Background: an optimization exercise with open tools, aiming at small area, a short achievable clock period and few clock cycles per item. Do not read the settings as production practice.
At most, simulation tests tie the RTL to the original design; equivalence was not proved.
Power figures rest on the tool's default switching activity, not on a simulated workload.

v6:
==> flow/design.v (excerpt) <==
module lwis_alu (
    input  wire        clk,
    input  wire        rst,         
    input  wire        in_valid,
    output wire        in_ready,
    input  wire [3:0]  op,
    input  wire [1:0]  last_src,    
    input  wire [31:0] src0,
    input  wire [31:0] src1,
    input  wire [31:0] src2,
    input  wire [31:0] src3,
    output reg         out_valid,
    output reg  [31:0] result,
    output reg  [31:0] remainder,
    output reg         fault
);
clock: 11.0 ns
lec_check: 0
abc_area: 1
cap_margin: 30
core_margin: 2
core_utilization: 40
slew_margin: 30
standard.sh (not shown) runs the stock make flow with config.mk's settings and CLKGATE_MAP_FILE= SYNTH_SCRIPT=/design/flow/synth_recipe.tcl, a recipe that flattens the netlist after the stock synthesis.
==> flow/flow/run.sh <==
#!/bin/bash
set -euo pipefail
bash standard.sh SETUP_SLACK_MARGIN=7.0 \
    "BUFFER_PORTS_ARGS=-buffer_cell sky130_fd_sc_hd__buf_2" \
    finish > standard.log 2>&1
Testbench counts of v6, summed over its fixed seeds: cycles 25,538, items 12,000.
The inputs of v7 differ from those of v6 as listed below.
-- flow/design.v --
<<< v6, line 227
        endcase
    end
    wire [11:0] be_src1 = benc({src1[7:0], 1'b0});
    wire [11:0] be_c    = benc({C[7:0], 1'b0});
    wire [11:0] be_b    = benc(B[15:7]);
    wire [11:0] be_nx   = in_ready ? be_src1 :
                          (mcpa || k_ms) ? be_c : be_b;
    wire accept = in_ready && in_valid;
>>> v7, line 227
        endcase
    end
    wire [2:0] g0 = {src0[31:23] != 9'd0, src0[31:15] != 17'd0, src0[31:7] != 25'd0};
    wire [2:0] g1 = {src1[31:23] != 9'd0, src1[31:15] != 17'd0, src1[31:7] != 25'd0};
    wire swap = (op == OP_MUL) && ((g1 & ~g0) != 3'd0);
    wire [11:0] be_src0 = benc({src0[7:0], 1'b0});
    wire [11:0] be_src1 = benc({src1[7:0], 1'b0});
    wire [11:0] be_c    = benc({C[7:0], 1'b0});
    wire [11:0] be_b    = benc(B[15:7]);
    wire [11:0] be_nx   = in_ready ? (swap ? be_src0 : be_src1) :
                          (mcpa || k_ms) ? be_c : be_b;
    wire accept = in_ready && in_valid;
<<< v6, line 290
        end
        if (in_ready) begin
            a_nx = src0;
            b_nx = src1;
        end
    end
>>> v7, line 294
        end
        if (in_ready) begin
            a_nx = swap ? src1 : src0;
            b_nx = swap ? src0 : src1;
        end
    end
<<< v6, line 372
            mcpa  <= 1'b0;
            k_ms  <= (op == OP_MUL) && (pa_in || pb_s1);
            ms_b  <= !pb_s1;
            ms_k  <= pb_s1;
            ms_z  <= za_in || zb_s1;
>>> v7, line 376
            mcpa  <= 1'b0;
            k_ms  <= (op == OP_MUL) && (pa_in || pb_s1);
            ms_b  <= pb_s1 ? swap : !swap;
            ms_k  <= pb_s1;
            ms_z  <= za_in || zb_s1;
- The final reports for v7 and v6 show setup slack after placement lower in the former.
- In the reports for v6 and v7, the larger cell count of the worst reg-to-reg path belongs to v6.
- Lower first-iteration detailed-routing DRC count was reported by v7, not v6.
- Looking at critical path launch point, the op[3] result is from v7; the a_inv one comes from v6.
- Diff v6 -> v7: number of clock buffer instances in the layout down about 6%, tap cell count up 20, power up 95 uW, total net switching power up 4.6%.
- When v7 is set beside v6, its global-route wire length before repair turns out to be about 8% larger.
- Compared with v6, the detailed router inserted more vias in v7.
- v7 ended with more area after synthesis than v6.
- Comparing v6 and v7, multi-input combinational gate total is higher on v7.
Testbench counts of v7, summed over its fixed seeds: cycles 25,099, items 12,000.

--- another note on this design; it stands on its own ---

// lwis_alu
module lwis_alu (
    input  wire        clk,
    input  wire        rst,         
    input  wire        in_valid,
    output wire        in_ready,
    input  wire [3:0]  op,
    input  wire [1:0]  last_src,    
    input  wire [31:0] src0,
    input  wire [31:0] src1,
    input  wire [31:0] src2,
    input  wire [31:0] src3,
    output reg         out_valid,
    output reg  [31:0] result,
    output reg  [31:0] remainder,
    output reg         fault
);
    localparam [3:0] OP_DIV = 4'd0,
                     OP_MUL = 4'd1,
                     OP_ADD = 4'd2,
                     OP_SUB = 4'd3,
                     OP_AND = 4'd4,
                     OP_OR  = 4'd5,
                     OP_XOR = 4'd6,
                     OP_SHR = 4'd7,
                     OP_SHL = 4'd8,
                     OP_LT  = 4'd9,
                     OP_GT  = 4'd10,
                     OP_EQ  = 4'd11,
                     OP_GE  = 4'd12,
                     OP_LE  = 4'd13;
    function [31:0] rev32(input [31:0] x);
        integer i;
        for (i = 0; i < 32; i = i + 1) rev32[i] = x[31-i];
    endfunction
    function [4:0] topidx(input [31:0] x);
        integer i;
        begin
  ...
clock: 11.0 ns
lec_check: 0
abc_area: 1
cap_margin: 30
core_margin: 2
core_utilization: 40
slew_margin: 30
standard.sh (not shown) runs the stock make flow with config.mk's settings and CLKGATE_MAP_FILE= SYNTH_SCRIPT=/design/flow/synth_recipe.tcl, a recipe that flattens the netlist after the stock synthesis.
==> flow/flow/run.sh <==
#!/bin/bash
set -euo pipefail
bash standard.sh SETUP_SLACK_MARGIN=6.5 finish > standard.log 2>&1
Rerun with:
==> flow/run.sh (new file) <==
#!/bin/bash
# synth_recipe.tcl (not shown) runs the flow's synth.tcl, then flattens the netlist and writes it again
# the make line also repeats each setting of config.mk as NAME=value (left out here)
make -C /OpenROAD-flow-scripts/flow DESIGN_CONFIG=/design/flow/config.mk WORK_HOME=/design/flow/orfs CLKGATE_MAP_FILE= SYNTH_SCRIPT=/design/flow/synth_recipe.tcl finish
- SETUP_SLACK_MARGIN: default -> 5
removed: flow/flow/run.sh
removed: flow/standard.sh
Effect:
- synthesized cell count does not change
- worst setup slack is worse by 1.2 ns
- clock skew rises by 0.0084 ns
- wire length came out lower by about 3.2%
- die area does not change
- sequential share of layout area went up by 1.3 points
- sequential power stays flat
- area after synthesis stays the same
No run of this note included a check of the RTL's function; only the layout flow was run.


Another version of the RTL of lwis_alu (not shown whole).
Size in the first run: roughly 4800 cells after synthesis, ~250 flip-flops, roughly 200 I/O pins.
Settings: LEC_CHECK=0, ABC_AREA=1, CAP_MARGIN=30, CORE_MARGIN=2, CORE_UTILIZATION=45, SLEW_MARGIN=30; clock period 11.0 ns.
==> flow/flow/run.sh <==
#!/bin/bash
set -euo pipefail
bash standard.sh SETUP_SLACK_MARGIN=7.0 \
    "BUFFER_PORTS_ARGS=-buffer_cell sky130_fd_sc_hd__buf_1" \
    finish > standard.log 2>&1
The baseline completed with no timing, DRC or antenna violations.
Testbench counts at the start, summed over its fixed seeds: cycles 25,099, items 12,000.
==> next run, changes <==
==> flow/flow/run.sh (replaced) <==
#!/bin/bash
set -euo pipefail
bash standard.sh SETUP_SLACK_MARGIN=7.0 \
    "BUFFER_PORTS_ARGS=-buffer_cell sky130_fd_sc_hd__buf_2" \
    finish > standard.log 2>&1
- CORE_UTILIZATION: 45 -> 40
- total power rose slightly
- final area rises slightly
- die area is higher by roughly a tenth
- utilization went down by 5.2 points
- worst setup slack improves by 0.092 ns

[separate check: timing with driven ports]
In the flow no input, the clock included, has a driving cell. The finished layouts below were timed again as built, in two steps. Step 1: set_driving_cell puts a clkbuf_16 on clk and a buf_2 on each other input, an assumption about the parent block. Step 2 times the ports against the registers' clock, not the clock port: input delays grow and output delays shrink by t, the midpoint of the rising clock arrivals with the driver on. Three values: ideal ports, drivers, drivers and shift; two values: the first two.
| run | t (ns) | setup WS [ns] | worst hold slack (ns) | worst setup path after step 2 | slew at the worst register clock pin (ns) |
|---|---|---|---|---|---|
| v6 | 0.663 | 6.846 / 6.846 / 6.508 | 0.513 / 0.513 / 0.513 | input to register | 0.08 / 0.08 |
| v7 | 0.657 | 6.870 / 6.901 / 6.245 | 0.504 / 0.504 / 0.504 | input to register | 0.07 / 0.07 |
| the first run of note 2 | 0.642 | 6.442 / 6.442 / 5.860 | 0.546 / 0.546 / 0.546 | input to register | 0.07 / 0.07 |
| the second run of note 2 | 0.697 | 5.290 / 5.220 / 5.283 | 0.537 / 0.537 / 0.537 | input to register | 0.09 / 0.09 |
| the first run of note 3 | 0.639 | 6.590 / 6.596 / 5.982 | 0.498 / 0.498 / 0.498 | input to register | 0.08 / 0.08 |
| the second run of note 3 | 0.653 | 6.682 / 6.712 / 6.071 | 0.515 / 0.515 / 0.515 | input to register | 0.07 / 0.07 |
After both steps every run listed still meets setup and hold. The setup slack of v7, which loses most, moves by +0.031 ns with the drivers and by -0.625 ns with both steps.
